This design comes from an exercise in tuning for small area and a short achievable clock period on the open sky130 flow, not from production work. Function was checked by simulation only, so behaviour that the tests miss may differ from the original. No activity file was given, so power comes from the tool's default toggle rates.

--- design/flow/design.v ---
module zsab #(
    parameter [31:0] PREHEAT_NOMINAL      = 32'd400,
    parameter [15:0] PWM_RANGE            = 16'd5000,
    parameter [7:0]  KIND_SUPPORTED       = 8'h01,
    parameter [15:0] RST_UART_DIV         = 16'd16,
    parameter [31:0] RST_FRAME_TIMEOUT_MS = 32'd20,
    parameter [31:0] RST_CONV_SETTLE_MS   = 32'd2,
    parameter [31:0] RST_PWM_BUDGET_MS    = 32'd100,
    parameter [15:0] RST_SCK_HALF         = 16'd4
) (
    input             clk,
    input             rst,
    input      [31:0] ms_now,
    input      [5:0]  bus_addr,
    input             bus_we,
    input             bus_re,
    input      [31:0] bus_wdata,
    output reg [31:0] bus_rdata,
    output            uart_tx,
    input             uart_rx,
    output            sbr_sck,
    output            sbr_cs_n,
    input             sbr_so,
    input             pwm_in,
    output            tmr_suspend,
    output reg        evt_done
);
    localparam [3:0] S_IDLE      = 4'd0,
                     S_SER_START = 4'd1,
                     S_SER_TX    = 4'd2,
                     S_SER_RX    = 4'd3,
                     S_SER_CHECK = 4'd4,
                     S_SBR_START = 4'd5,
                     S_SBR_TRIG  = 4'd6,
                     S_SBR_SETTLE= 4'd7,
                     S_SBR_SETUP = 4'd8,
                     S_SBR_HI    = 4'd9,
                     S_SBR_LO    = 4'd10,
                     S_SBR_EVAL  = 4'd11,
                     S_PWM_START = 4'd12,
                     S_PWM_POLL  = 4'd13,
                     S_PWM_CALC  = 4'd14,
                     S_CHK_START = 4'd15;
    localparam [2:0] P_WAIT_LOW  = 3'd0,
                     P_WAIT_HIGH = 3'd1,
                     P_CNT_HIGH  = 3'd2,
                     P_CNT_LOW   = 3'd3,
                     P_FINISHED  = 3'd4;
    localparam [3:0] C_NONE         = 4'h0,
                     C_SUCCESS_UINT = 4'h1,
                     C_SUCCESS_FP2  = 4'h2,
                     C_FAIL         = 4'hF,
                     C_TIMEOUT      = 4'hE,
                     C_WRONG_ANSWER = 4'hD,
                     C_CHECKSUM     = 4'hC,
                     C_WRONG_ID     = 4'hB,
                     C_CONNECT      = 4'hA,
                     C_ACK_L        = 4'h9,
                     C_ACK_H        = 4'h8;
    localparam [1:0] RX_IDLE = 2'd0, RX_START = 2'd1, RX_DATA = 2'd2, RX_STOP = 2'd3;
    localparam [5:0] A_CMD = 6'h00, A_STATUS = 6'h01, A_RESULT = 6'h02, A_VALUE = 6'h03,
                     A_DEADLINE = 6'h04, A_UART_DIV = 6'h05, A_FRAME_TO = 6'h06,
                     A_CONV_SETTLE = 6'h07, A_PWM_BUDGET = 6'h08, A_SCK_HALF = 6'h09,
                     A_SBR_RAW = 6'h0A, A_PWM_HIGH = 6'h0B, A_PWM_LOW = 6'h0C,
                     A_FRAME0 = 6'h0D, A_FRAME1 = 6'h0E, A_FRAME2 = 6'h0F, A_NOW = 6'h10;
    reg [3:0]  seq;
    reg        done, rej;
    reg [2:0]  op;
    reg [3:0]  code;         
    reg [16:0] value_lo;     
    reg        value_s;
    reg [31:0] warmup_deadline;
    reg [15:0] uart_div;
    reg [31:0] frame_timeout_ms;
    reg [31:0] conv_settle_ms;
    reg [31:0] pwm_budget_ms;
    reg [15:0] sck_half;
    reg [15:0] sbr_raw;
    reg [31:0] pwm_high_ms;
    reg [31:0] pwm_low_ms;
    reg [7:0]  frame [0:8];
    reg [2:0]  pst;
    reg        kind_ok;
    reg [15:0] cnt;          
    reg [3:0]  txi;
    reg [3:0]  txb;          
    reg [31:0] t0;
    reg [31:0] tm;           
    reg [1:0]  rx_st;
    reg [15:0] rx_cnt;       
    reg [2:0]  rx_bit;
    reg [7:0]  rx_sh;
    reg [3:0]  rx_count;
    reg rx_s1, rx_s, so_s1, so_s, pwm_s1, pwm_s;
    integer k;
    wire        busy    = (seq != S_IDLE);
    wire        rx_en   = (seq == S_SER_TX) || (seq == S_SER_RX) || (seq == S_SER_CHECK);
    assign      tmr_suspend = (seq == S_PWM_POLL) || (seq == S_PWM_CALC);
    assign      sbr_sck  = (seq == S_SBR_HI);
    assign      sbr_cs_n = !((seq == S_SBR_TRIG) || (seq == S_SBR_SETUP) ||
                             (seq == S_SBR_HI) || (seq == S_SBR_LO));
    wire        start_st = (seq == S_SER_START) || (seq == S_PWM_START);
    wire [31:0] elapsed;
    zsab_sub #(32) u_el (.a(ms_now), .b(t0 & {32{!start_st}}), .d(elapsed));
    wire [31:0] limit   = start_st              ? warmup_deadline  :
                          (seq == S_SER_RX)     ? frame_timeout_ms :
                          (seq == S_SBR_SETTLE) ? conv_settle_ms : pwm_budget_ms;
    wire        expired;
    zsab_ge #(32) u_exp (.a(elapsed), .b(limit), .ge(expired));
    wire        preheat = !expired;
    wire [31:0] since   = ms_now - tm;
    wire [15:0] cnt_dec, rx_cnt_dec;
    zsab_dec #(16) u_cd (.a(cnt), .d(cnt_dec));
    zsab_dec #(16) u_rd (.a(rx_cnt), .d(rx_cnt_dec));
    wire        cnt_end = (cnt == 16'd1);
    wire        rx_end  = (rx_cnt == 16'd1);
    wire [7:0] fs2, fs3, fs4, fs5, fs6, frame_sum;
    zsab_fadd #(8) u_fs2 (.a(frame[1]), .b(frame[2]), .ci(1'b0), .s(fs2));
    zsab_fadd #(8) u_fs3 (.a(fs2), .b(frame[3]), .ci(1'b0), .s(fs3));
    zsab_fadd #(8) u_fs4 (.a(fs3), .b(frame[4]), .ci(1'b0), .s(fs4));
    zsab_fadd #(8) u_fs5 (.a(fs4), .b(frame[5]), .ci(1'b0), .s(fs5));
    zsab_fadd #(8) u_fs6 (.a(fs5), .b(frame[6]), .ci(1'b0), .s(fs6));
    zsab_fadd #(8) u_fs7 (.a(fs6), .b(frame[7]), .ci(1'b0), .s(frame_sum));
    wire [7:0] frame_chk = 8'd0 - frame_sum;
    reg [7:0] req_byte;
    always @* begin
        case (txi)
            4'd0: req_byte = 8'hFF;
            4'd1: req_byte = 8'h01;
            4'd2: req_byte = 8'h86;
            4'd8: req_byte = 8'h79;
            default: req_byte = 8'h00;
        endcase
    end
    assign uart_tx = (seq != S_SER_TX) || (txb == 4'd9) ||
                     ((txb != 4'd0) && req_byte[txb[2:0] - 3'd1]);
    wire [3:0] cmd_op    = bus_wdata[3:0];
    wire       cmd_legal = (bus_wdata[7:4] == 4'd0) && (bus_wdata[31:16] == 16'd0) &&
                           (cmd_op >= 4'd1) && (cmd_op <= 4'd4) &&
                           ((cmd_op == 4'd2) || (bus_wdata[15:8] == 8'd0));
    reg  [3:0] cmd_start;
    always @* begin
        case (cmd_op)
            4'd1: cmd_start = S_SER_START;
            4'd2: cmd_start = S_SBR_START;
            4'd3: cmd_start = S_PWM_START;
            default: cmd_start = S_CHK_START;
        endcase
    end
    wire        calc    = (seq == S_PWM_CALC);
    wire [31:0] l_in    = calc ? pwm_low_ms : since;
    wire [33:0] den     = {2'b00, pwm_high_ms} + {2'b00, l_in} - 34'd4;
    wire        den_pos = !den[33] && (den[32:0] != 33'd0);
    wire        neg     = (pwm_high_ms[31:1] == 31'd0);
    wire [31:0] mag;
    zsab_dec2 u_mag (.h(pwm_high_ms), .neg(neg), .m(mag));
    wire [44:0] num;
    zsab_x5000 u_mul (.m(mag), .p(num));
    wire [33:0] dw_in = calc ? {tm[7], t0, num[6]} : {2'b00, num[44:13]};
    wire [5:0]  dn_bit = calc ? num[5:0] : num[12:7];    
    wire [32:0] dn = ~den[32:0];
    wire [6:0]  dq;
    wire [32:0] dr [0:6];
    genvar gs;
    generate for (gs = 0; gs < 7; gs = gs + 1) begin : g_div
        wire [33:0] w;
        if (gs == 0) begin : g_first
            assign w = dw_in;
        end else begin : g_next
            assign w = {dr[gs - 1], dn_bit[6 - gs]};
        end
        zsab_dstage u_st (.w(w), .dn(dn), .sel(dq[6 - gs]), .r(dr[gs]));
    end endgenerate
    wire [13:0] quo    = {tm[6:0], dq};
    wire [14:0] pwm_q = neg ? (15'd0 - {1'b0, quo}) : {1'b0, quo};
    wire [15:0] raw       = tm[15:0];
    wire [16:0] sbr_x9, sbr_value;
    zsab_fadd #(17) u_x9  (.a({5'd0, raw[14:3]}), .b({2'd0, raw[14:3], 3'd0}), .ci(1'b0), .s(sbr_x9));
    zsab_fadd #(17) u_x25 (.a(sbr_x9), .b({1'd0, raw[14:3], 4'd0}), .ci(1'b0), .s(sbr_value));
    reg        fin;
    reg [3:0]  fin_code;
    reg [16:0] fin_val;
    reg        fin_s;
    always @* begin
        fin      = 1'b0;
        fin_code = C_NONE;
        fin_val  = 17'd0;
        fin_s    = 1'b0;
        case (seq)
            S_SER_START, S_PWM_START:
                if (preheat) begin
                    fin = 1'b1; fin_code = C_SUCCESS_UINT; fin_val = PREHEAT_NOMINAL[16:0];
                end
            S_SER_RX:
                if (rx_count != 4'd9 && expired) begin
                    fin = 1'b1; fin_code = C_TIMEOUT;
                end
            S_SER_CHECK: begin
                fin = 1'b1;
                if (frame[0] != 8'hFF)
                    fin_code = C_WRONG_ANSWER;
                else if (frame_chk != frame[8])
                    fin_code = C_CHECKSUM;
                else begin
                    fin_code = C_SUCCESS_UINT;
                    fin_val  = {1'b0, frame[6], frame[7]};
                end
            end
            S_SBR_START:
                if (!kind_ok) begin
                    fin = 1'b1; fin_code = C_FAIL;
                end
            S_SBR_EVAL: begin
                fin = 1'b1;
                if (raw[15])
                    fin_code = C_WRONG_ID;
                else if (raw[2])
                    fin_code = C_CONNECT;
                else begin
                    fin_code = C_SUCCESS_FP2;
                    fin_val  = sbr_value;
                end
            end
            S_PWM_POLL:
                if (expired) begin
                    fin = 1'b1;
                    fin_code = (pst == P_WAIT_LOW)  ? C_ACK_L :
                               (pst == P_WAIT_HIGH) ? C_ACK_H : C_TIMEOUT;
                end
            S_PWM_CALC: begin
                fin = 1'b1;
                if (!den_pos)
                    fin_code = C_FAIL;
                else begin
                    fin_code = C_SUCCESS_UINT;
                    fin_val  = {{2{pwm_q[14]}}, pwm_q};
                    fin_s    = pwm_q[14];
                end
            end
            S_CHK_START: begin
                fin = 1'b1; fin_code = C_SUCCESS_UINT; fin_val = {9'd0, frame_chk};
            end
            default: ;
        endcase
    end
    always @* begin
        case (bus_addr)
            A_STATUS:      bus_rdata = {12'd0, rx_count, tmr_suspend, pst, seq,
                                        1'b0, op, 1'b0, rej, done, busy};
            A_RESULT:      bus_rdata = {{29{code[3]}}, code[2:0]};
            A_VALUE:       bus_rdata = {{15{value_s}}, value_lo};
            A_DEADLINE:    bus_rdata = warmup_deadline;
            A_UART_DIV:    bus_rdata = {16'd0, uart_div};
            A_FRAME_TO:    bus_rdata = frame_timeout_ms;
            A_CONV_SETTLE: bus_rdata = conv_settle_ms;
            A_PWM_BUDGET:  bus_rdata = pwm_budget_ms;
            A_SCK_HALF:    bus_rdata = {16'd0, sck_half};
            A_SBR_RAW:     bus_rdata = {16'd0, sbr_raw};
            A_PWM_HIGH:    bus_rdata = pwm_high_ms;
            A_PWM_LOW:     bus_rdata = pwm_low_ms;
            A_FRAME0:      bus_rdata = {frame[3], frame[2], frame[1], frame[0]};
            A_FRAME1:      bus_rdata = {frame[7], frame[6], frame[5], frame[4]};
            A_FRAME2:      bus_rdata = {24'd0, frame[8]};
            A_NOW:         bus_rdata = ms_now;
            default:       bus_rdata = 32'd0;
        endcase
    end
    wire        cfg_we   = bus_we && !busy;
    wire [15:0] div_in   = (bus_wdata[15:2] == 14'd0) ? 16'd4 : bus_wdata[15:0];
    wire [15:0] half_in  = (bus_wdata[15:1] == 15'd0) ? 16'd2 : bus_wdata[15:0];
    wire [31:0] nrst32   = {32{!rst}};
    wire [31:0] rst32    = {32{rst}};
    always @(posedge clk)
        if (rst || (cfg_we && bus_addr == A_DEADLINE))
            warmup_deadline <= bus_wdata & nrst32;
    always @(posedge clk)
        if (rst || (cfg_we && bus_addr == A_UART_DIV))
            uart_div <= (div_in & nrst32[15:0]) | (RST_UART_DIV & rst32[15:0]);
    always @(posedge clk)
        if (rst || (cfg_we && bus_addr == A_FRAME_TO))
            frame_timeout_ms <= (bus_wdata & nrst32) | (RST_FRAME_TIMEOUT_MS & rst32);
    always @(posedge clk)
        if (rst || (cfg_we && bus_addr == A_CONV_SETTLE))
            conv_settle_ms <= (bus_wdata & nrst32) | (RST_CONV_SETTLE_MS & rst32);
    always @(posedge clk)
        if (rst || (cfg_we && bus_addr == A_PWM_BUDGET))
            pwm_budget_ms <= (bus_wdata & nrst32) | (RST_PWM_BUDGET_MS & rst32);
    always @(posedge clk)
        if (rst || (cfg_we && bus_addr == A_SCK_HALF))
            sck_half <= (half_in & nrst32[15:0]) | (RST_SCK_HALF & rst32[15:0]);
    always @(posedge clk) begin
        if (rst) begin
            seq <= S_IDLE; done <= 1'b0; rej <= 1'b0; op <= 3'd0;
            code <= C_NONE; value_lo <= 17'd0; value_s <= 1'b0;
            sbr_raw <= 16'd0; pwm_high_ms <= 32'd0; pwm_low_ms <= 32'd0;
            for (k = 0; k < 9; k = k + 1) frame[k] <= 8'd0;
            pst <= P_WAIT_LOW; kind_ok <= 1'b0; cnt <= 16'd0; txi <= 4'd0; txb <= 4'd0;
            t0 <= 32'd0; tm <= 32'd0;
            rx_st <= RX_IDLE; rx_cnt <= 16'd0; rx_bit <= 3'd0;
            rx_sh <= 8'd0; rx_count <= 4'd0;
            rx_s1 <= 1'b1; rx_s <= 1'b1; so_s1 <= 1'b0; so_s <= 1'b0;
            pwm_s1 <= 1'b1; pwm_s <= 1'b1;
            evt_done <= 1'b0;
        end else begin
            rx_s1  <= uart_rx; rx_s  <= rx_s1;
            so_s1  <= sbr_so;  so_s  <= so_s1;
            pwm_s1 <= pwm_in;  pwm_s <= pwm_s1;
            evt_done <= 1'b0;
            if (bus_we) begin
                case (bus_addr)
                    A_CMD:
                        if (!busy && cmd_legal) begin
                            seq      <= cmd_start;
                            op       <= cmd_op[2:0];
                            done     <= 1'b0;
                            code     <= C_NONE;
                            value_lo <= 17'd0;
                            value_s  <= 1'b0;
                            kind_ok  <= (bus_wdata[15:8] == KIND_SUPPORTED);
                        end else begin
                            rej <= 1'b1;
                        end
                    A_STATUS: begin
                        if (bus_wdata[1]) done <= 1'b0;
                        if (bus_wdata[2]) rej  <= 1'b0;
                    end
                    A_DEADLINE, A_UART_DIV, A_FRAME_TO, A_CONV_SETTLE, A_PWM_BUDGET,
                    A_SCK_HALF, A_FRAME0, A_FRAME1, A_FRAME2:
                        if (busy) begin
                            rej <= 1'b1;
                        end else begin
                            case (bus_addr)
                                A_FRAME0: begin
                                    frame[0] <= bus_wdata[7:0];   frame[1] <= bus_wdata[15:8];
                                    frame[2] <= bus_wdata[23:16]; frame[3] <= bus_wdata[31:24];
                                end
                                A_FRAME1: begin
                                    frame[4] <= bus_wdata[7:0];   frame[5] <= bus_wdata[15:8];
                                    frame[6] <= bus_wdata[23:16]; frame[7] <= bus_wdata[31:24];
                                end
                                A_FRAME2:      frame[8] <= bus_wdata[7:0];
                                default: ;
                            endcase
                        end
                    default: ;
                endcase
            end
            if (rx_en && !fin) begin
                case (rx_st)
                    RX_IDLE:
                        if (!rx_s) begin
                            rx_st <= RX_START; rx_cnt <= {1'b0, uart_div[15:1]};
                        end
                    RX_START:
                        if (rx_end) begin
                            if (!rx_s) begin
                                rx_st <= RX_DATA; rx_cnt <= uart_div; rx_bit <= 3'd0;
                            end else begin
                                rx_st <= RX_IDLE;
                            end
                        end else begin
                            rx_cnt <= rx_cnt_dec;
                        end
                    RX_DATA:
                        if (rx_end) begin
                            rx_sh  <= {rx_s, rx_sh[7:1]};
                            rx_cnt <= uart_div;
                            if (rx_bit == 3'd7) rx_st <= RX_STOP;
                            else rx_bit <= rx_bit + 3'd1;
                        end else begin
                            rx_cnt <= rx_cnt_dec;
                        end
                    default:  
                        if (rx_end) begin
                            rx_st <= RX_IDLE;
                            if (rx_count < 4'd9) begin
                                frame[rx_count] <= rx_sh;
                                rx_count <= rx_count + 4'd1;
                            end
                        end else begin
                            rx_cnt <= rx_cnt_dec;
                        end
                endcase
            end
            case (seq)
                S_SER_START:
                    if (!preheat) begin
                        for (k = 0; k < 9; k = k + 1) frame[k] <= 8'd0;
                        rx_count <= 4'd0;
                        rx_st <= RX_IDLE;
                        txi <= 4'd0; txb <= 4'd0; cnt <= uart_div;
                        seq <= S_SER_TX;
                    end
                S_SER_TX:
                    if (!cnt_end) begin
                        cnt <= cnt_dec;
                    end else begin
                        cnt <= uart_div;
                        if (txb != 4'd9) begin
                            txb <= txb + 4'd1;
                        end else if (txi != 4'd8) begin
                            txi <= txi + 4'd1; txb <= 4'd0;
                        end else begin
                            t0  <= ms_now;
                            seq <= S_SER_RX;
                        end
                    end
                S_SER_RX:
                    if (rx_count == 4'd9) seq <= S_SER_CHECK;
                S_SBR_START:
                    if (kind_ok) begin
                        cnt <= sck_half; seq <= S_SBR_TRIG;
                    end
                S_SBR_TRIG:
                    if (!cnt_end) begin
                        cnt <= cnt_dec;
                    end else begin
                        t0 <= ms_now; seq <= S_SBR_SETTLE;
                    end
                S_SBR_SETTLE:
                    if (expired) begin
                        cnt <= sck_half; seq <= S_SBR_SETUP;
                    end
                S_SBR_SETUP:
                    if (!cnt_end) begin
                        cnt <= cnt_dec;
                    end else begin
                        cnt <= sck_half; txb <= 4'd15; seq <= S_SBR_HI;
                    end
                S_SBR_HI:
                    if (!cnt_end) begin
                        cnt <= cnt_dec;
                    end else begin
                        tm[15:0] <= {tm[14:0], so_s}; cnt <= sck_half; seq <= S_SBR_LO;
                    end
                S_SBR_LO:
                    if (!cnt_end) begin
                        cnt <= cnt_dec;
                    end else if (txb == 4'd0) begin
                        seq <= S_SBR_EVAL;
                    end else begin
                        txb <= txb - 4'd1; cnt <= sck_half; seq <= S_SBR_HI;
                    end
                S_SBR_EVAL:
                    sbr_raw <= raw;
                S_PWM_START:
                    if (!preheat) begin
                        t0 <= ms_now;
                        pst <= P_WAIT_LOW;
                        pwm_high_ms <= 32'd0; pwm_low_ms <= 32'd0;
                        seq <= S_PWM_POLL;
                    end
                S_PWM_POLL:
                    if (!expired) begin
                        case (pst)
                            P_WAIT_LOW:
                                if (!pwm_s) pst <= P_WAIT_HIGH;
                            P_WAIT_HIGH:
                                if (pwm_s) begin
                                    tm <= ms_now; pst <= P_CNT_HIGH;
                                end
                            P_CNT_HIGH:
                                if (!pwm_s) begin
                                    pwm_high_ms <= since; tm <= ms_now;
                                    pst <= P_CNT_LOW;
                                end
                            P_CNT_LOW:
                                if (pwm_s) begin
                                    pwm_low_ms <= since; pst <= P_FINISHED;
                                    seq <= S_PWM_CALC;
                                    t0 <= dr[6][31:0];
                                    tm[7:0] <= {dr[6][32], dq};
                                end
                            default: ;
                        endcase
                    end
                default: ;
            endcase
            if (fin) begin
                code     <= fin_code;
                value_lo <= fin_val;
                value_s  <= fin_s;
                done     <= 1'b1;
                seq      <= S_IDLE;
                evt_done <= 1'b1;
                rx_st    <= RX_IDLE;
            end
        end
    end
endmodule
module zsab_sub #(parameter W = 32) (input [W-1:0] a, input [W-1:0] b, output [W-1:0] d);
    wire [W:0] c;
    assign c[0] = 1'b1;
    genvar j;
    generate for (j = 0; j < W; j = j + 1) begin : g
        assign d[j]   = a[j] ^ ~b[j] ^ c[j];
        assign c[j+1] = (a[j] & ~b[j]) | (c[j] & (a[j] | ~b[j]));
    end endgenerate
endmodule
module zsab_ge #(parameter W = 32) (input [W-1:0] a, input [W-1:0] b, output ge);
    wire [W:0] c;
    assign c[0] = 1'b1;
    genvar j;
    generate for (j = 0; j < W; j = j + 1) begin : g
        assign c[j+1] = (a[j] & ~b[j]) | (c[j] & (a[j] | ~b[j]));
    end endgenerate
    assign ge = c[W];
endmodule
module zsab_dec #(parameter W = 16) (input [W-1:0] a, output [W-1:0] d);
    wire [W:0] b;
    assign b[0] = 1'b1;
    genvar j;
    generate for (j = 0; j < W; j = j + 1) begin : g
        assign d[j]   = a[j] ^ b[j];
        assign b[j+1] = b[j] & ~a[j];
    end endgenerate
endmodule
module zsab_dec2 (input [31:0] h, input neg, output [31:0] m);
    wire [31:0] d;
    wire [31:0] b;
    assign d[0] = h[0];
    assign b[1] = 1'b1;
    genvar j;
    generate for (j = 1; j < 32; j = j + 1) begin : g
        assign d[j] = h[j] ^ b[j];
        if (j < 31) begin : g_b
            assign b[j+1] = b[j] & ~h[j];
        end
    end endgenerate
    assign m = neg ? {30'd0, ~h[0], h[0]} : d;
endmodule
module zsab_fadd #(parameter W = 32) (input [W-1:0] a, input [W-1:0] b, input ci, output [W-1:0] s);
    wire [W:0] c;
    assign c[0] = ci;
    genvar j;
    generate for (j = 0; j < W; j = j + 1) begin : g
        assign s[j]   = a[j] ^ b[j] ^ c[j];
        assign c[j+1] = (a[j] & b[j]) | (a[j] & c[j]) | (b[j] & c[j]);
    end endgenerate
endmodule
module zsab_x5000 (input [31:0] m, output [44:0] p);
    wire [34:0] m5;      
    wire [35:0] m15;     
    wire [41:0] m625;    
    zsab_fadd #(35) u_a (.a({3'b000, m}), .b({1'b0, m, 2'b00}), .ci(1'b0), .s(m5));
    zsab_fadd #(36) u_b (.a({m, 4'd0}), .b(~{4'd0, m}), .ci(1'b1), .s(m15));
    zsab_fadd #(42) u_c (.a({m5, 7'd0}), .b(~{6'd0, m15}), .ci(1'b1), .s(m625));
    assign p = {m625, 3'd0};
endmodule
module zsab_dstage (input [33:0] w, input [32:0] dn, output sel, output [32:0] r);
    wire [33:0] c;
    assign c[0] = 1'b1;
    genvar j;
    generate for (j = 0; j < 33; j = j + 1) begin : g
        assign c[j+1] = (w[j] & dn[j]) | (c[j] & (w[j] | dn[j]));
        assign r[j]   = w[j] ^ (sel & (dn[j] ^ c[j]));
    end endgenerate
    assign sel = w[33] | c[33];
endmodule
--- design/flow/flow/run.sh ---
#!/bin/bash
set -euo pipefail
here=$(pwd)
rm -rf "$here/scripts_mod"
cp -r "$FLOW_HOME/scripts" "$here/scripts_mod"
cp "$here/flow/abc_area.script" "$here/scripts_mod/abc_area.script"
bash standard.sh SCRIPTS_DIR="$here/scripts_mod" \
    "BUFFER_PORTS_ARGS=-buffer_cell sky130_fd_sc_hd__buf_2" SETUP_SLACK_MARGIN=117.5 \
    "CTS_ARGS=-sink_clustering_enable -repair_clock_nets -dont_use_dummy_load -sink_clustering_size 30 -buf_list sky130_fd_sc_hd__clkbuf_4" finish > "$here/standard.log" 2>&1
--- design/flow/flow/abc_area.script ---
strash
dch
map -D 25
topo
stime -c
buffer -c
dnsize -c
--- design/flow/standard.sh ---
#!/bin/bash
# synth_recipe.tcl (not shown) runs the flow's synth.tcl, then flattens the netlist and writes it again
# the make line also repeats each setting of config.mk as NAME=value (left out here)
make -C /OpenROAD-flow-scripts/flow DESIGN_CONFIG=/design/flow/config.mk WORK_HOME=/design/flow/orfs CLKGATE_MAP_FILE= SYNTH_SCRIPT=/design/flow/synth_recipe.tcl "${@:-finish}"
--- design/flow/config.mk ---
export PLATFORM = sky130hd
export DESIGN_NAME = zsab
export DESIGN_NICKNAME = zsab
export VERILOG_FILES = /design/flow/design.v
export SDC_FILE = /design/flow/constraint.sdc
export NUM_CORES = 4
export LEC_CHECK = 0
export ABC_AREA = 1
export CAP_MARGIN = 20
export CORE_MARGIN = 2
export CORE_UTILIZATION = 40
export CTS_BUF_LIST = sky130_fd_sc_hd__clkbuf_4
export CTS_CLUSTER_SIZE = 30
export SLEW_MARGIN = 20
--- design/flow/constraint.sdc ---
create_clock -name core_clock -period 200.0 [get_ports {clk}]
set_input_delay 40.0000 -clock core_clock [delete_from_list [all_inputs] [get_ports {clk}]]
set_output_delay 40.0000 -clock core_clock [all_outputs]
set_load 0.01 [all_outputs]
==> results.txt, run 1 <==
Detailed routing
In the final routed layout, each cell accounts on average for about 22 microns. The total vias in the final route is approximately 43000. The detail route stage leaves a number of antenna-violating nets equal to 0. Wires add up to approximately 170000 microns. The average vias per placed instance is around 5.6.

For this run, design rule violations remaining after detail routing come to 0. The number of detailed-route iterations in the first pass is 6. The number of DRC markers in iteration 0 is around 4900.

Final layout
At the end of the flow the core is filled with cells to between 40% and 50%. Fill cells in the final layout number 11277. The number of nets in the finished design is 6577. The combined flip-flop and latch cell area is around 12000 sq um. Leaving out fill and tap cells, the most frequent cells in the layout are sky130_fd_sc_hd__nand2_1 (1113), sky130_fd_sc_hd__inv_1 (966), sky130_fd_sc_hd__nor2_1 (512). The library cell used most frequently in the layout, excluding fill and tap cells, is sky130_fd_sc_hd__nand2_1. The multi-input combinational cells in the finished layout cover a total of ~27000 sq um. Relative to the synthesized area, the layout overhead comes to 7.63%. The share of cells above drive strength 1 is roughly 6.9%. The final standard cell count with taps included and fillers excluded is roughly 7500.

Synth
The synthesized netlist net count is around 6500. Counting distinct cell types in the post-synthesis netlist gives 54. The mapped cell area is 43500 sq um. In the synthesized netlist the dominant register cell turns out to be sky130_fd_sc_hd__dfxtp_1.

The post-synthesis register bit count is about 480. The number of warnings issued by yosys is 1. The number of flops mapped to enable cells by yosys is ~230.

The part of the Yosys area used for sequential elements is approximately 27%. The mean instance size in the synthesized netlist is around 7.2 sq um. The proportion of register bits with asynchronous set or reset after synthesis is 0%. Synthesis handed over a netlist of 6033 instances.

Worst setup path
The startpoint type of the worst setup path is a primary input. The worst endpoint required time is approximately 160 ns. The worst setup path is captured at a primary output. In this run the worst setup path begins at bus_addr[5]. The critical path is of the in -> out type.

The launch point of the worst reg-to-reg path is pwm_high_ms[30]. The number of cells on the worst reg-to-reg path is between 200 and 300. The data arrival time at the worst-slack endpoint is about 43 ns.

Along the worst path, the maximum fanout reaches 19.

GRT
The wire length of the first global-routing pass is 244000 microns. The total overflow left after global routing is 0. The number of antenna violations at the first check in global routing is 8.

Entering global routing, the biggest net connects between 90 and 100 pins. The via count of the first global-routing pass is approximately 39000. The global-route total usage across every layer is between 20% and 30%.

Clock tree
The post-cts hold buffer count is 0. The post-CTS clock slew at the launch and capture registers of the worst setup and hold paths is about 0.060 ns. TritonCTS built the clock tree. The insertion delay to the later sink of the worst-skew pair is 1.02 ns. The H-tree generated during clock tree synthesis spans 4 levels. The clock sink total is 475. The cell sitting at the root of the clock tree is a sky130_fd_sc_hd__clkbuf_4. The longest clock path from root to sink contains 3 buffers. TritonCTS created 130 clock buffers.

STA
The max-slew violation count was 0. Across the routed clock network, the largest skew measured is about 0.13 ns. The total negative slack is 0 ns. The final-report hold violation count is 0. The pin slew with the least headroom to its limit is approximately 1.2 ns. The remaining max-slew budget at the tightest pin is between 20% and 30%. Counting I/O delays and the setup requirement, the final critical path takes around 83 ns. Based on the critical path, the design can be clocked at up to around 12 MHz. Setup repair after global routing left no endpoint under its margin. The total of endpoints with negative setup slack in the final report is 0. The final clock period utilization by the worst path is between 40% and 50%.

Floorplanning
The number of rows created at floorplan is about 120. The placeable core region is between 100000 and 150000 sq um. Measured along the x axis, the die boundary spans roughly 330 microns. The effective utilization at floorplan is around two fifths.

The die footprint is 111000 sq um. From bottom edge to top edge, the die measures 334 microns. approximately 110 I/O pins were placed.

Power and ir drop
The largest vdd supply drop is between 0.000009 and 0.00001 V. The standby leakage power is 20.3 nW. The power consumption is about 0.32 mW. The power density over the cells is 6.77 nW/um^2.

Run status
The flow ran to the end and the layout has no timing, DRC or antenna violations.

Worst hold path
The min-delay analysis places its worst path in the category reg -> reg. Along the worst hold path, the cell count comes to 1. In this run the most critical hold path is launched from rx_s1.

Place
The number of instances in the placed design is between 7000 and 8000. After legalization and detailed placement, the total HPWL measured roughly 130000 microns. The count of input and output buffers is between 100 and 150.

The final estimated routing congestion in global placement is ~1.

Job
Max-cap violations in this run came to 0.
## worst max-delay path: stages
cell	delay (ns)
sky130_fd_sc_hd__buf_2	0.10
sky130_fd_sc_hd__nor2_2	0.06
sky130_fd_sc_hd__nand3_1	0.17
sky130_fd_sc_hd__nor2_1	0.07
sky130_fd_sc_hd__buf_4	0.20
sky130_fd_sc_hd__inv_1	0.23
sky130_fd_sc_hd__buf_4	0.38
sky130_fd_sc_hd__o22ai_1	0.24
sky130_fd_sc_hd__a221oi_1	0.54
sky130_fd_sc_hd__nand4_1	0.26
sky130_fd_sc_hd__buf_2	0.22
## layout make-up
| cell class | count | area share [%] |
|---|---|---|
| Antenna cell | 6 | 0.0320 |
| Clock buffer | 130 | 2.08 |
| Inverter | 994 | 8.00 |
| Multi-Input combinational cell | 4316 | 58.1 |
| Sequential cell | 475 | 25.3 |
| Tap cell | 1414 | 3.78 |
| Timing Repair Buffer | 208 | 2.79 |
## power breakdown
| group | internal (mW) | switching, mW |
|---|---|---|
| clock network | 0.0295 | 0.0406 |
| logic | 0.0465 | 0.0912 |
| registers | 0.106 | 0.00322 |
| total | 0.182 | 0.135 |
## registers in the layout, indices dropped and copies added, names as in the netlist, 17 cells and up
signal and count:
value_lo 17, frame_timeout_ms 32, t0 32, tm 32, frame 72, warmup_deadline 32
pwm_low_ms 32, conv_settle_ms 32, pwm_high_ms 32, pwm_budget_ms 32
## per-stage QoR
| step | hold slack, ns | instance area (sq um) | setup WS (ns) |
|---|---|---|---|
| 3_3_place_gp | 0.395 | 45700 | 116.73 |
| 5_1_grt | 0.426 | 46800 | 117.51 |
| 4_1_cts | 0.408 | 46800 | 117.49 |
| 3_5_place_dp | 0.398 | 45800 | 116.74 |
| 6_report | 0.401 | 46800 | 117.47 |
| 2_1_floorplan | 0.388 | 43500 | 118.50 |
## worst paths after layout
path	slack (ns)	endpoint
max	117.47	bus_rdata[12]
min	0.40	rx_s
max reg2reg	152.76	value_lo[16]
min reg2reg	0.40	rx_s
## metal layers
layer	global-route usage [%]	vias up	wire length [microns]
met5	0	-	17
met4	12.8	2	8030
met3	5.06	333	15400
met2	44.8	1934	72300
met1	39.4	20241	69600
li1	-	20102	-
## what timing repair did
item	in CTS	in global routing
cloned	0	0
gates resized for setup	8	8
setup buffers	0	2
endpoints found under the setup margin	29	25
endpoints found under the hold margin	0	0
## logic make-up after synthesis
group | synth area share [%]
and+or+nand+nor | 21.1
buffers and inverters | 10.7
AOI/OAI and AO/OA | 17.0
xor gates and xnor gates | 9.66
DFF | 27.2
adders and majority gates | 14.4
## synthesized netlist by cell type, drive strengths merged, types with 4 or more instances
| cell type | number | share of area (%) |
|---|---|---|
| a31oi | 54 | 0.78 |
| clkinv | 16 | 0.14 |
| nor4 | 27 | 0.39 |
| dfxtp | 243 | 11 |
| a211oi | 24 | 0.41 |
| xor2 | 394 | 7.9 |
| o21a | 4 | 0.069 |
| clkbuf | 221 | 1.9 |
| edfxtp | 232 | 16 |
| a32oi | 8 | 0.16 |
| fa | 171 | 7.9 |
| o221ai | 14 | 0.28 |
| o22ai | 105 | 1.5 |
| nor3 | 30 | 0.34 |
| o2111ai | 5 | 0.10 |
| a21oi | 367 | 4.2 |
| a311oi | 5 | 0.10 |
| o21bai | 22 | 0.38 |
| o2bb2ai | 9 | 0.18 |
| xnor2 | 86 | 1.7 |
| o31ai | 21 | 0.36 |
| nor2 | 525 | 4.5 |
| inv | 978 | 8.4 |
| a22oi | 38 | 0.66 |
| a221oi | 106 | 2.1 |
| nand3 | 365 | 4.2 |
| a2111oi | 7 | 0.14 |
| ha | 204 | 5.9 |
| buf | 27 | 0.26 |
| o21ai | 378 | 4.3 |
| nand2 | 1122 | 9.7 |
| nand4 | 78 | 1.1 |
| and2 | 11 | 0.16 |
| or2 | 36 | 0.52 |
| maj3 | 28 | 0.64 |
| o211ai | 49 | 0.85 |
==> run 2: changes to the inputs <==
==> design/flow/flow/abc_area.script (replaced) <==
strash
dch
map -D 25
topo
stime -c
dnsize -c
--- a/design/flow/config.mk
+++ b/design/flow/config.mk
@@ -12,3 +12,4 @@
 export CTS_BUF_LIST = sky130_fd_sc_hd__clkbuf_4
 export CTS_CLUSTER_SIZE = 30
+export GPL_TIMING_DRIVEN = 0
 export SLEW_MARGIN = 20
==> run 2 against run 1 <==
Setup slack better by 0.012 ns. Total power hardly changed. Combinational power hardly changed. Cell count is 0.68% lower. Critical endpoint is now bus_rdata[3]. Highest routed layer unchanged. Wire length is 0.95% lower. Non-clock buffer count is 27 lower. Register-to-register slack worse by 0.22 ns.
==> results.txt, run 2 <==
Worst setup path
The largest delay contributor family on the critical path is simple AND/OR/NAND/NOR gates. The most prevalent standard cell on the critical path is sky130_fd_sc_hd__buf_2. The startpoint type of the worst setup path is a primary input.

The capture point of the worst reg-to-reg path is value_lo[16]. The data arrival time at the worst-slack endpoint is approximately 43 ns. The worst endpoint required time is 160.00 ns.

The setup check on the worst reg-to-reg path leaves a slack of 152.54 ns. The peak fanout along the critical path is 19. In this design, the stage delay of the slowest critical-path cell is around 0.53 ns. The kind of end point of the critical path is a primary output. Counting both buffers and inverters, the worst setup path holds a total of 3. For the worst flop-to-flop path, the logic depth is ~270. The setup path with the least slack is of type in -> out.

The launch point of the worst reg-to-reg path is pwm_high_ms[30]. The worst-path cell with the longest stage delay is sky130_fd_sc_hd__o22ai_1. The signal on the critical path passes through buf_2, nor2_2, nand2_1, nor2_4, clkinv_2, o22ai_1, a221oi_1, nand4_1, buf_2.

STA
The total negative slack is 0 ns. Setup repair after global routing could not meet its margin everywhere. The total of endpoints with negative setup slack in the final report is 0. The worst path uses about 41% of the clock period. Measured against its own limit, the worst slew margin works out to between 20% and 30%. The setup skew after layout is about 0.096 ns. The max-slew violation count is 0.

The final-report hold violation count is 0. The pin slew with the least headroom to its limit is 1.11 ns. The smallest clock period supported by the final layout is computed as around 83 ns.

The maximum clock frequency is 12.1 MHz.

Clock tree
The CTS tree is built. TritonCTS created 130 clock buffers. The clock passes through at most 3 buffers. The H-tree depth is 4. CTS placed an instance of sky130_fd_sc_hd__clkbuf_4 at the clock tree root. The clock sink total is 475.

The later pin in the worst-skew pair is clocked with a latency of a little over 1 ns. After clock tree synthesis, the clock-pin slew on the worst setup and hold paths is around 0.05 ns.

Floorplanning
The die covers between 100000 and 150000 sq um. The width of the die is about 330 microns. The effective utilization at floorplan is about two fifths. The region available for standard cell placement spans 105000 sq um. The die boundary height is about 330 microns. Pin placement for this block handled about 110 I/O pins.

The initialized floorplan defines between 100 and 150 standard-cell rows.

Synth
Among all flip-flop cells after synthesis, the most frequent one is sky130_fd_sc_hd__dfxtp_1. In the synthesized netlist the async set-or-reset flop fraction comes to 0%. The gate count of the mapped netlist is 5785. The area fraction of the dominant cell type after synthesis is 16.4%.

The distinct cell type count after synthesis is 48. Ranked by instance count, the synthesized netlist is headed by sky130_fd_sc_hd__nand2_1 (1122), sky130_fd_sc_hd__clkinv_1 (994), sky130_fd_sc_hd__nor2_1 (525). The synthesized netlist net count is about 6200. In the post-synthesis netlist, the cell with the most instances is sky130_fd_sc_hd__nand2_1. The synthesized design contains between 200 and 250 enable-type register cells. The library cell with the largest summed area after synthesis is sky130_fd_sc_hd__edfxtp_1. In this run the cell area of the synthesized design comes to 42600 sq um.

Summing the sequential cell areas from Yosys gives about 28% of the chip area. The post-synthesis register bit count is 475. Yosys attributes the largest share of cell area to sky130_fd_sc_hd__edfxtp_1 (16%), sky130_fd_sc_hd__dfxtp_1 (11%), sky130_fd_sc_hd__nand2_1 (9.9%). Dividing the synthesized area by the synthesized cell count gives ~7.4 sq um.

The number of warnings issued by yosys is 1.

GRT
The via count of the first global-routing pass is 39626. The met2 track utilization from global routing is a little under half. For this run, global-route usage on met1 was measured as 39.3%. The first global-routing pass estimated ~240000 microns of wire. The global routing stage identified its most utilized layer as met2.

The final global-route overflow total is 0. The pin count of the biggest net entering global routing is between 90 and 100. The number of antenna violations at the first check in global routing was 10. For this run, the total global-route usage over all layers was measured as about 30%. For this run, global-route usage on met3 was measured as between 5 and 6%.

Final layout
The register with the most flip-flops in the layout has 72 of them. The number of nets in the finished design is roughly 6600. The library cell used most frequently in the layout, excluding fill and tap cells, is sky130_fd_sc_hd__nand2_1.

The share of cells above drive strength 1 is under 10%. The synthesis-to-finish area growth is 11.4%. frame holds more flip-flops than any other register. The library cells used most frequently in the layout, excluding fill and tap cells, are sky130_fd_sc_hd__nand2_1 (1111), sky130_fd_sc_hd__clkinv_1 (982), sky130_fd_sc_hd__nor2_1 (502).

Power and ir drop
The internal power is about 0.18 mW. The largest vdd supply drop is between 0.000007 and 0.000008 V. The power density over the cells is ~6.7 nW/um^2. The clock network fraction of total power is a little over a fifth. Summed over all nets, the switching power comes to about 0.14 mW.

The standby leakage power is between 15 and 20 nW. The design draws 0.317 mW. Combinational cells account for a little over two fifths of the total power.

The sequential cell fraction of total power is 34.5%. In this run switching power makes up a little over two fifths of total power.

Place
The post-DP HPWL is around 130000 microns. Input and output buffers added on the ports amount to 112. The congestion estimate from routability-driven global placement came to roughly 0.99.

Worst hold path
The path type of the worst min-delay path is reg -> reg. Counting instances, the worst hold path has a depth of 2. In this run the most critical hold path is launched from so_s1.

The worst hold path terminates at so_s.

Detailed routing
After detailed routing, the number of vias per cell comes to 5.67. The number of detailed-route iterations in the first pass is 17. After detailed routing, the number of remaining DRC violations is 0. The wire length per cell after detailed routing is around 22 microns. The routed design has about 160000 microns of wire. For this block, the via count after detailed routing is 42497. The first routing iteration left 3933 violations.

The detail route stage leaves a number of antenna-violating nets equal to 0.

Job
The tool flagged a number of max-cap violations equal to 0.

Run status
The run finished with no timing, DRC or antenna violations.
[run 2: changes by cell type in the layout (fill, tap and decap cells not counted), sizes merged]
cell,delta
buf,-29
clkinv,+977
inv,-975
clkinvlp,-2
clkbuf,+2
diode,-1
[run 2: metal layers]
metal	vias up	part of all wire, %
met5	-	0.021
met1	20126	42
met3	356	8.6
met4	6	5.3
met2	1858	44
li1	20151	-
[run 2: worst max path at each step]
| stage | to | start | slack (ns) | depth (start not counted) |
|---|---|---|---|---|
| 5_1_grt | bus_rdata[15] | bus_addr[5] | 117.45 | 9 |
| 6_report | bus_rdata[3] | bus_addr[5] | 117.48 | 9 |
| 3_3_place_gp | bus_rdata[11] | bus_addr[5] | 114.61 | 9 |
| 3_5_place_dp | bus_rdata[3] | bus_addr[5] | 115.65 | 9 |
| 4_1_cts | bus_rdata[11] | bus_addr[5] | 117.53 | 10 |
| 2_1_floorplan | bus_rdata[18] | bus_addr[5] | 117.80 | 7 |
[run 2: final cells by class]
type / count / area, sq um
diodes: 5 / 12.5
clock buffers: 130 / 976
fillers: 10805 / 58000
inverters: 994 / 3760
multi-input cells: 4316 / 27500
flip-flops and latches: 475 / 11800
well taps: 1391 / 1740
repair buffers: 181 / 1600
[run 2: metrics by stage]
stage          std cells  instance area (sq um)  setup WS, ns  hold WS, ns  utilization, %
3_3_place_gp        7288                  44900        114.61        0.394            42.6
4_1_cts             7477                  47300        117.53        0.408            44.9
3_5_place_dp        7342                  46200        115.65        0.394            43.8
5_1_grt             7490                  47400        117.45        0.420            45.0
6_report            7492                  47400        117.48        0.402            45.0
2_1_floorplan       5785                  42600        117.80        0.383               -
[run 2: cells by family (layout without fill, tap and decap cells)]
group,count (synthesis),in the layout,share of synthesized area (%)
DFF,475,475,27.8
buffers and inverters,994,1305,8.76
AOI/OAI and AO/OA,1231,1231,17.4
adders and majority gates,403,403,14.7
and+or+nand+nor,2202,2202,21.5
xor gates and xnor gates,480,480,9.87
other,0,5,0
[run 2: power by group through the flow]
stage	clock network, mW	logic (mW)	registers [mW]
5_1_grt	0.0751	0.154	0.109
6_report	0.0697	0.138	0.109
4_1_cts	0.0705	0.136	0.109
3_5_place_dp	0	0.136	0.111
3_3_place_gp	0	0.131	0.111
2_1_floorplan	0	0.0993	0.109
[run 2: worst register-to-register path: cells and delay by family (launching register included)]
family                     cells  cell delay, ns
AOI/OAI and AO/OA             24            7.15
adders and majority gates     35           12.90
buffers and inverters         11            1.74
DFF                            1            0.41
and+or+nand+nor              197           25.03
[run 2: repair_timing]
| action | in CTS | in global routing |
|---|---|---|
| endpoints found under the setup margin | 32 | 10 |
| hold buffers | 0 | 0 |
| pin swaps | 4 | 3 |
| gates resized for setup | 29 | 4 |
| setup buffers | 5 | 7 |
==> run 3: changes to the inputs <==
==> design/flow/flow/run.sh (replaced) <==
#!/bin/bash
set -euo pipefail
here=$(pwd)
rm -rf "$here/scripts_mod"
cp -r "$FLOW_HOME/scripts" "$here/scripts_mod"
cp "$here/flow/abc_area.script" "$here/scripts_mod/abc_area.script"
bash standard.sh SCRIPTS_DIR="$here/scripts_mod" \
    "BUFFER_PORTS_ARGS=-buffer_cell sky130_fd_sc_hd__buf_2" SETUP_SLACK_MARGIN=118 \
    "CTS_ARGS=-sink_clustering_enable -repair_clock_nets -dont_use_dummy_load -sink_clustering_size 30 -buf_list sky130_fd_sc_hd__clkbuf_4" finish > "$here/standard.log" 2>&1
==> design/flow/flow/abc_area.script (replaced) <==
strash
dch
map -D 25
topo
stime -c
buffer -c
dnsize -c
--- a/design/flow/config.mk
+++ b/design/flow/config.mk
@@ -12,4 +12,3 @@
 export CTS_BUF_LIST = sky130_fd_sc_hd__clkbuf_4
 export CTS_CLUSTER_SIZE = 30
-export GPL_TIMING_DRIVEN = 0
 export SLEW_MARGIN = 20
==> run 3 against run 2 <==
Via count increased by 0.28%. Setup slack improved by 0.45 ns. Clock skew rose by 0.034 ns. Register-to-register slack better by 0.15 ns. Core utilization decreased by 1.4 points. Sequential power about the same. Total power rose by 0.18%. Hold slack hardly changed. First-iteration DRC count up 17%. Synthesized area increased by 2.2%. Largest cell class unchanged. Highest routed layer unchanged.
==> results.txt, run 3 <==
Power and ir drop
The power density over the cells is between 6 and 7 nW/um^2. The largest vdd supply drop is approximately 0.0000092 V. The standby leakage power is just over 20 nW.

GRT
The global-route total usage across every layer is 29.0%. The number of antenna violations at the first check in global routing was 11. The first global-routing pass estimated about 250000 microns of wire. Entering global routing, the biggest net connects 99 pins.

The via count of the first global-routing pass is 39148. Global routing finished with a remaining overflow of 0.

STA
The setup skew after layout is around 0.13 ns. Setup repair after global routing could not meet its margin everywhere. Setup violations remaining at the end of the flow were counted as 0.

The final clock period utilization by the worst path is between 40% and 50%. The max-slew violation count is 0. The maximum clock frequency is 12.2 MHz. The final worst slack is roughly 120 ns. The remaining max-slew budget at the tightest pin is between 20% and 30%. The pin slew with the least headroom to its limit is approximately 1.2 ns.

In the final timing run, aggregate negative setup slack is 0 ns. The clock period minus worst slack is roughly 82 ns. The final-report hold violation count is 0.

Synth
In this run the mean area of a mapped cell was between 7 and 8 sq um. The mapped cell area is approximately 44000 sq um. The top cell type by area accounts for ~16% of the synthesized area. The distinct cell type count after synthesis is 54. The synthesized netlist net count is between 6000 and 7000.

The synthesized design contains 475 register bits. The gate count of the mapped netlist is slightly above 6000. The part of the Yosys area used for sequential elements is a little over a quarter.

The biggest area contributor in the post-synthesis netlist is sky130_fd_sc_hd__edfxtp_1. The proportion of register bits with asynchronous set or reset after synthesis is 0%. Sorting the synthesized cells by how often they occur yields sky130_fd_sc_hd__nand2_1 (1118), sky130_fd_sc_hd__inv_1 (971), sky130_fd_sc_hd__nor2_1 (525). The most used flip-flop cell after synthesis is sky130_fd_sc_hd__dfxtp_1. For this run, the number of Yosys warnings is 1. Ranked by total cell area, the synthesized netlist is headed by sky130_fd_sc_hd__edfxtp_1 (16%), sky130_fd_sc_hd__dfxtp_1 (11%), sky130_fd_sc_hd__nand2_1 (9.6%).

The most frequent cell after synthesis is sky130_fd_sc_hd__nand2_1. The number of flops mapped to enable cells by yosys is ~230.

Clock tree
Clock-pin slew was measured on the worst setup and hold paths at 0.06 ns. After clock tree synthesis, the flow added hold-fix buffers numbering 0. The number of buffers created by CTS is 130.

The clock tree synthesis step divided the H-tree into 4 levels. The number of buffers on the longest clock path is 3. The root buffer cell is sky130_fd_sc_hd__clkbuf_4. The CTS tree is built.

The later pin in the worst-skew pair is clocked with a latency of between 1 and 1.5 ns. The tree built by TritonCTS fans out to roughly 480 sinks.

Worst setup path
The worst setup path is captured at a primary output. In this design, the stage delay of the slowest critical-path cell is approximately 0.39 ns. By startpoint and endpoint, the worst setup path is classified as in -> out. The signal on the critical path passes through buf_2, inv_1, nor2_1, inv_1, nor2_1, buf_6, clkinvlp_4, buf_12, o22ai_2, a221oi_1, nand4_1, buf_2. The startpoint type of the worst setup path is a primary input. The data arrival time at the worst-slack endpoint is approximately 42 ns. The worst endpoint required time is about 160 ns. Of all nets on the critical path, the largest fanout is 19. The number of buffers and inverters on the critical path is 7.

The worst-path cell with the longest stage delay is sky130_fd_sc_hd__a221oi_1. The largest delay contributor family on the critical path is buffers and inverters.

Final layout
The register name with the most flops is frame. The top cell types in the final layout, fill and taps aside, are sky130_fd_sc_hd__nand2_1 (1113), sky130_fd_sc_hd__inv_1 (961), sky130_fd_sc_hd__nor2_1 (508). For this run, the post-layout net count is approximately 6600. The number of flip-flops under the largest register name is 72. The total non-filler cell area in the finished layout is 47300 sq um. The synthesis-to-finish area growth is 8.56%. Cells with a size suffix above 1 make up under 10% of the layout. The most common cell after layout, fill and taps aside is sky130_fd_sc_hd__nand2_1.

Floorplanning
The floorplan step defined a core boundary enclosing approximately 110000 sq um. In this run the horizontal extent of the chip is around 330 microns. Measured along the y axis, the die boundary spans ~330 microns. Row generation in the floorplan step produced 121 rows. The die footprint is between 100000 and 150000 sq um. Pin placement for this block handled about 110 I/O pins. The effective utilization at floorplan is between 40 and 50%.

Detailed routing
The detailed router placed 42614 vias in this run. In the routed design, unresolved DRC markers number 0. The first detailed-routing pass ran for 6 iterations. The total length of routed wires is about 170000 microns.

Dividing the detail-routed wire length by the instance count gives approximately 22 microns. The average vias per placed instance is approximately 5.6. In this run the remaining antenna-violating nets after routing total 0. After the first detailed-routing iteration, the DRC count stood at ~4600.

Job
Across the run, the number of max-cap violations was 0.

Worst hold path
The path type of the worst min-delay path is reg -> reg.

Place
The post-DP HPWL is approximately 130000 microns. The worst slack at placement is between 100 and 150 ns. Buffers placed on the I/O ports in this run total approximately 110.

The congestion estimate from routability-driven global placement came to ~1.0. In this run the cell area measured after placement is ~46000 sq um.

Run status
The flow ran to the end and the layout has no timing, DRC or antenna violations.
-- run 3: cell count changes after synthesis, sizes merged --
| cell | before | now |
|---|---|---|
| inv | 0 | 978 |
| clkbuf | 0 | 221 |
| clkinv | 994 | 16 |
| buf | 0 | 27 |
-- run 3: metrics by stage --
| stage | hold slack [ns] | total power [mW] | cells | util (%) |
|---|---|---|---|---|
| final | 0.402 | 0.317 | 7560 | 43.6 |
| after global routing | 0.426 | 0.338 | 7557 | 43.6 |
| after global placement | 0.395 | 0.245 | 7404 | 42.2 |
| after CTS | 0.408 | 0.317 | 7550 | 43.5 |
| after detailed placement | 0.398 | 0.247 | 7405 | 42.2 |
| after floorplan | 0.388 | 0.209 | 6033 | - |
-- run 3: what timing repair did --
item | 4_1_cts | 5_1_grt
gates resized for setup | 52 | 17
buffers inserted | 15 | 3
pin swaps | 3 | 7
endpoints found under the setup margin | 32 | 23
-- run 3: routing by layer --
metal | global-route usage [%] | vias up | part of all wire, % | wire length (microns)
met3 | 5.79 | 368 | 9.6 | 15900
met4 | 13.1 | 8 | 5.1 | 8510
met1 | 39.0 | 20167 | 42 | 68900
met2 | 45.1 | 1934 | 44 | 72600
met5 | 0 | - | 0.036 | 59
li1 | - | 20137 | - | -
-- run 3: power by group --
part / switching (mW) / total, mW / internal [mW]
Clock: 0.0405 / 0.0700 / 0.0295
Sequential: 0.00324 / 0.109 / 0.106
Combinational: 0.0917 / 0.138 / 0.0465
Total: 0.135 / 0.317 / 0.182
-- run 3: final timing paths --
path	startpoint	end	slack, ns	depth (start not counted)
setup / recovery	bus_addr[3]	bus_rdata[10]	117.94	12
hold reg to reg	rx_s1	rx_s	0.40	1
hold / removal	rx_s1	rx_s	0.40	1
setup reg to reg	pwm_high_ms[30]	value_lo[16]	152.69	272
-- run 3: logic make-up after synthesis --
group / Yosys count / share of synthesized area, %
compound gates: 1231 / 17.0
flops: 475 / 27.2
buf+inv: 1242 / 10.7
fa+ha+maj: 403 / 14.4
simple gates: 2202 / 21.1
xor+xnor: 480 / 9.66
-- run 3: final cells by class --
type                            instances  area, sq um
Fill cell                           11246        61100
Clock buffer                          130          976
Timing Repair Buffer                  224         1500
Inverter                              994         3770
Tap cell                             1414         1770
Multi-Input combinational cell       4316        27400
Antenna cell                            7         17.5
Sequential cell                       475        11800
==> run 4: changes to the inputs <==
==> design/flow/flow/run.sh (replaced) <==
#!/bin/bash
set -euo pipefail
here=$(pwd)
rm -rf "$here/scripts_mod"
cp -r "$FLOW_HOME/scripts" "$here/scripts_mod"
cp "$here/flow/abc_area.script" "$here/scripts_mod/abc_area.script"
bash standard.sh SCRIPTS_DIR="$here/scripts_mod" \
    "BUFFER_PORTS_ARGS=-buffer_cell sky130_fd_sc_hd__buf_2" SETUP_SLACK_MARGIN=119 \
    "CTS_ARGS=-sink_clustering_enable -repair_clock_nets -dont_use_dummy_load -sink_clustering_size 30 -buf_list sky130_fd_sc_hd__clkbuf_4" finish > "$here/standard.log" 2>&1
==> run 4 against run 3 <==
Sequential share of layout area decreased by 0.54 points. Setup slack better by 0.25 ns. Sequential power hardly changed. Critical path type unchanged. Critical endpoint is now bus_rdata[4]. Largest power group unchanged.
==> results.txt, run 4 <==
GRT
After global routing the overflow that remains totals 0. The number of antenna violations at the first check in global routing is 13. The global-route total usage across every layer is 29.3%. Entering global routing, the biggest net connects approximately 100 pins. The first global-routing pass estimated 248000 microns of wire. The via count of the first global-routing pass is between 40000 and 50000.

Detailed routing
The total vias in the final route is ~43000. The met1 routed wirelength after detailed routing is approximately 70000 microns. After detailed routing, the total wire length is around 170000 microns. Using the TritonRoute via totals, the vias-per-cell ratio works out to roughly 5.6.

The residual antenna-violating net count after detailed routing is 0. The number of DRC markers in iteration 0 is 4274. The top metal layer carrying routed signals is met5. Wire segments on met2 add up to between 70000 and 80000 microns in the final route. The wire length per cell after detailed routing is 22.1 microns. Wire segments on met3 add up to 16000 microns in the final route. The DRC violations left is 0. The number of detailed-route iterations in the first pass is 7.

Synth
Sorting the synthesized cells by area gives the leading types as sky130_fd_sc_hd__edfxtp_1 (16%), sky130_fd_sc_hd__dfxtp_1 (11%), sky130_fd_sc_hd__nand2_1 (9.6%). The cell count after synthesis came out at 6033. Counting every net in the synthesized netlist gives about 6500. The cell area that synthesis handed to floorplanning was between 40000 and 50000 sq um.

The number of warnings issued by yosys is 1. The proportion of register bits with asynchronous set or reset after synthesis is 0%. The number of flops mapped to enable cells by yosys is around 230. Sequential elements use 27.2% of the synthesized area. The most frequent cell after synthesis is sky130_fd_sc_hd__nand2_1.

After synthesis, the mean cell area works out to around 7 sq um. The post-synthesis register bit count is 475. The area fraction of the dominant cell type after synthesis is about 16%. Summed over all instances, the cell type with the most area after synthesis is sky130_fd_sc_hd__edfxtp_1. The netlist uses 54 different library cells. After synthesis, the most frequently instantiated cells are sky130_fd_sc_hd__nand2_1 (1118), sky130_fd_sc_hd__inv_1 (971), sky130_fd_sc_hd__nor2_1 (525). The most frequently used flop master after synthesis is sky130_fd_sc_hd__dfxtp_1.

STA
The pin slew with the least headroom to its limit is 1.15 ns. Derived from the worst setup path, the maximum achievable clock frequency is between 10 and 15 MHz. For the final routed database, the setup TNS stands at 0 ns.

The final clock period utilization by the worst path is 40.9%. The max-slew violation count is 0. The total of endpoints with negative setup slack in the final report is 0.

The setup skew after layout is 0.115 ns. Setup repair after global routing could not meet its margin everywhere. In this run the tightest slew margin relative to its limit is a little under a quarter. The final-report hold violation count came to 0. The clock period minus worst slack is about 80 ns.

Floorplanning
The die boundary height is around 330 microns. The effective utilization at floorplan is 40.2%. In this run the standard cell core region covers roughly 110000 sq um. The die covers 111000 sq um.

The width of the die is between 300 and 400 microns. The floorplan has roughly 120 rows. The number of ports placed on the die boundary is between 100 and 150.

Clock tree
Clock-pin slew was measured on the worst setup and hold paths at 0.05 ns. CTS placed an instance of sky130_fd_sc_hd__clkbuf_4 at the clock tree root. The post-cts hold buffer count is 0. The CTS tree is built. The clock sink total is approximately 480. Clock tree synthesis inserted a total of ~130 buffers. The H-tree depth is 4. Counting along the longest clock path gives a buffer depth of 3. The insertion delay to the later sink of the worst-skew pair is around 1.0 ns.

Worst setup path
The worst setup path is captured at a primary output. The worst endpoint required time is 160.00 ns. The largest delay contributor family on the critical path is buffers and inverters.

The launch point of the worst reg-to-reg path is pwm_high_ms[30]. The startpoint type of the worst setup path is a primary input. The critical path in this run is classified as in -> out. The worst-path cell with the longest stage delay is sky130_fd_sc_hd__a221oi_2.

The peak fanout along the critical path is 6. Walking the worst path, the cells encountered are buf_8, nor2_4, buf_12, nand3b_1, buf_6, nor2_4, buf_12, buf_8, a221oi_2, nand4_1, buf_2. In this design, the stage delay of the slowest critical-path cell is roughly 0.35 ns. The buffering stage count on the worst path with inverters included is 6. The most critical setup path has its startpoint at bus_addr[5]. For the worst setup path, the data arrival time is roughly 42 ns.

Place
At the end of routability-driven placement, the weighted congestion stood at between 0.9 and 1. Summing all placed instances gives a cell area of around 46000 sq um. The wire-length estimate of the detail-placed layout is approximately 130000 microns. The count of input and output buffers is approximately 110.

Power and ir drop
The standby leakage power is approximately 21 nW. The worst-case IR drop observed on VDD is 0.00000836 V. The power consumption is ~0.32 mW. In this run the power density over the cells is around 6.6 nW/um^2.

Final layout
Leaving out fill and tap cells, the most frequent cell in the layout is sky130_fd_sc_hd__nand2_1. Of the cells placed in the final design, the portion with a size suffix greater than 1 is about a tenth. The register name with the most flops is frame. In the final design database the tool counted 6625 nets. At the end of the flow the core is filled with cells to between 40% and 50%. In the layout the commonest cells are sky130_fd_sc_hd__nand2_1 (1111), sky130_fd_sc_hd__inv_1 (953), sky130_fd_sc_hd__nor2_1 (499). The total non-filler cell area in the finished layout is 48300 sq um. The register with the most flip-flops in the layout has between 70 and 80 of them. The synthesis-to-finish area growth is 10.9%.

The layout has approximately 11000 filler cells.

Worst hold path
The critical hold path startpoint is so_s1. The path type of the worst min-delay path is reg -> reg.

Run status
The run finished with no timing, DRC or antenna violations.

Job
Across the run, the number of max-cap violations was 0.
==> run 4: cell types whose count changed in the layout (fill, tap and decap cells not counted), sizes merged <==
cell,change
buf,+27
bufbuf,+2
clkbuf,+2
clkinvlp,+1
diode,-4
==> run 4: cell families (layout without fill, tap and decap cells) <==
family                   Yosys count  count (layout)  synth area share, %
AND/OR/NAND/NOR                 2202            2202                 21.1
flip-flops                       475             475                 27.2
AO/OA/AOI/OAI                   1231            1231                 17.0
XOR/XNOR                         480             480                 9.66
adder cells (fa/ha/maj)          403             403                 14.4
other                              0               3                    0
buffers and inverters           1242            1380                 10.7
==> run 4: worst min-delay path, stage by stage, from the launching register on <==
cell,delay [ns]
sky130_fd_sc_hd__dfxtp_1,0.29
sky130_fd_sc_hd__inv_1,0.04
sky130_fd_sc_hd__nor2_1,0.03
==> run 4: cell type report <==
type	instances	area [sq um]	share of cell area [%]
clock buffer	132	991	2.05
multi-input combinational	4316	27900	57.8
timing repair inverter	1	7.51	0.0155
inverter	994	3800	7.87
timing repair buffer	253	1960	4.05
sequential	475	11800	24.5
tap	1414	1770	3.66
antenna	3	7.51	0.0155
==> run 4: report_power, final <==
part | internal [mW] | switching (mW)
Combinational | 0.0471 | 0.0932
Clock | 0.0299 | 0.0398
Sequential | 0.106 | 0.00343
Total | 0.183 | 0.136
==> run 4: final timing paths <==
path / end / slack (ns) / cells after the start
worst max-delay path: bus_rdata[4] / 118.19 / 11
worst min-delay path: so_s / 0.40 / 2
worst max register to register: value_lo[16] / 153.28 / 270
worst min register to register: so_s / 0.40 / 2
==> run 4: stage by stage <==
stage          instances  hold WS (ns)  setup slack [ns]
2_1_floorplan       6033         0.388            118.87
3_3_place_gp        7396         0.395            117.24
3_5_place_dp        7397         0.397            117.22
4_1_cts             7576         0.409            118.25
5_1_grt             7586         0.451            118.16
6_report            7588         0.402            118.19
==> run 4: layer usage <==
metal | vias to the layer above | GRT usage, %
met5 | - | 0
met4 | 16 | 16.0
met3 | 429 | 6.23
met2 | 1991 | 45.0
met1 | 20141 | 38.5
li1 | 20196 | -
==> run 4: timing repair <==
item                                    4_1_cts  5_1_grt
gates resized for setup                     136       57
hold endpoints to repair                      0        0
endpoints found under the setup margin       32       32
gates cloned                                  4        0
buffers inserted                             43        9
pin swaps                                    35       26

[what the ideal ports hide]
In the flow no input, the clock included, has a driving cell. The finished layouts below were timed again as built, in two steps. Step 1: set_driving_cell puts a clkbuf_16 on clk and a buf_2 on each other input, an assumption about the parent block. Step 2 times the ports against the registers' clock, not the clock port: input delays grow and output delays shrink by t, the midpoint of the rising clock arrivals with the driver on. Three values: ideal ports, drivers, drivers and shift; two values: the first two.
run | t (ns) | slack for setup (ns) | latest minus earliest clock arrival (ns) | worst slew at a driven data input, ns | cell pins on the clock port's net
run 1 | 1.019 | 117.471 / 117.446 / 117.446 | 0.131 / 0.131 | 0.18 | 1
run 2 | 1.038 | 117.483 / 117.454 / 117.454 | 0.098 / 0.098 | 0.16 | 1
run 3 | 1.016 | 117.937 / 117.916 / 117.916 | 0.129 / 0.129 | 0.19 | 1
run 4 | 1.026 | 118.191 / 118.135 / 118.135 | 0.116 / 0.115 | 0.20 | 1
After both steps setup and hold are still met in every run listed. The setup slack of run 4, which loses most, moves by -0.056 ns with the drivers and by -0.056 ns with both steps.
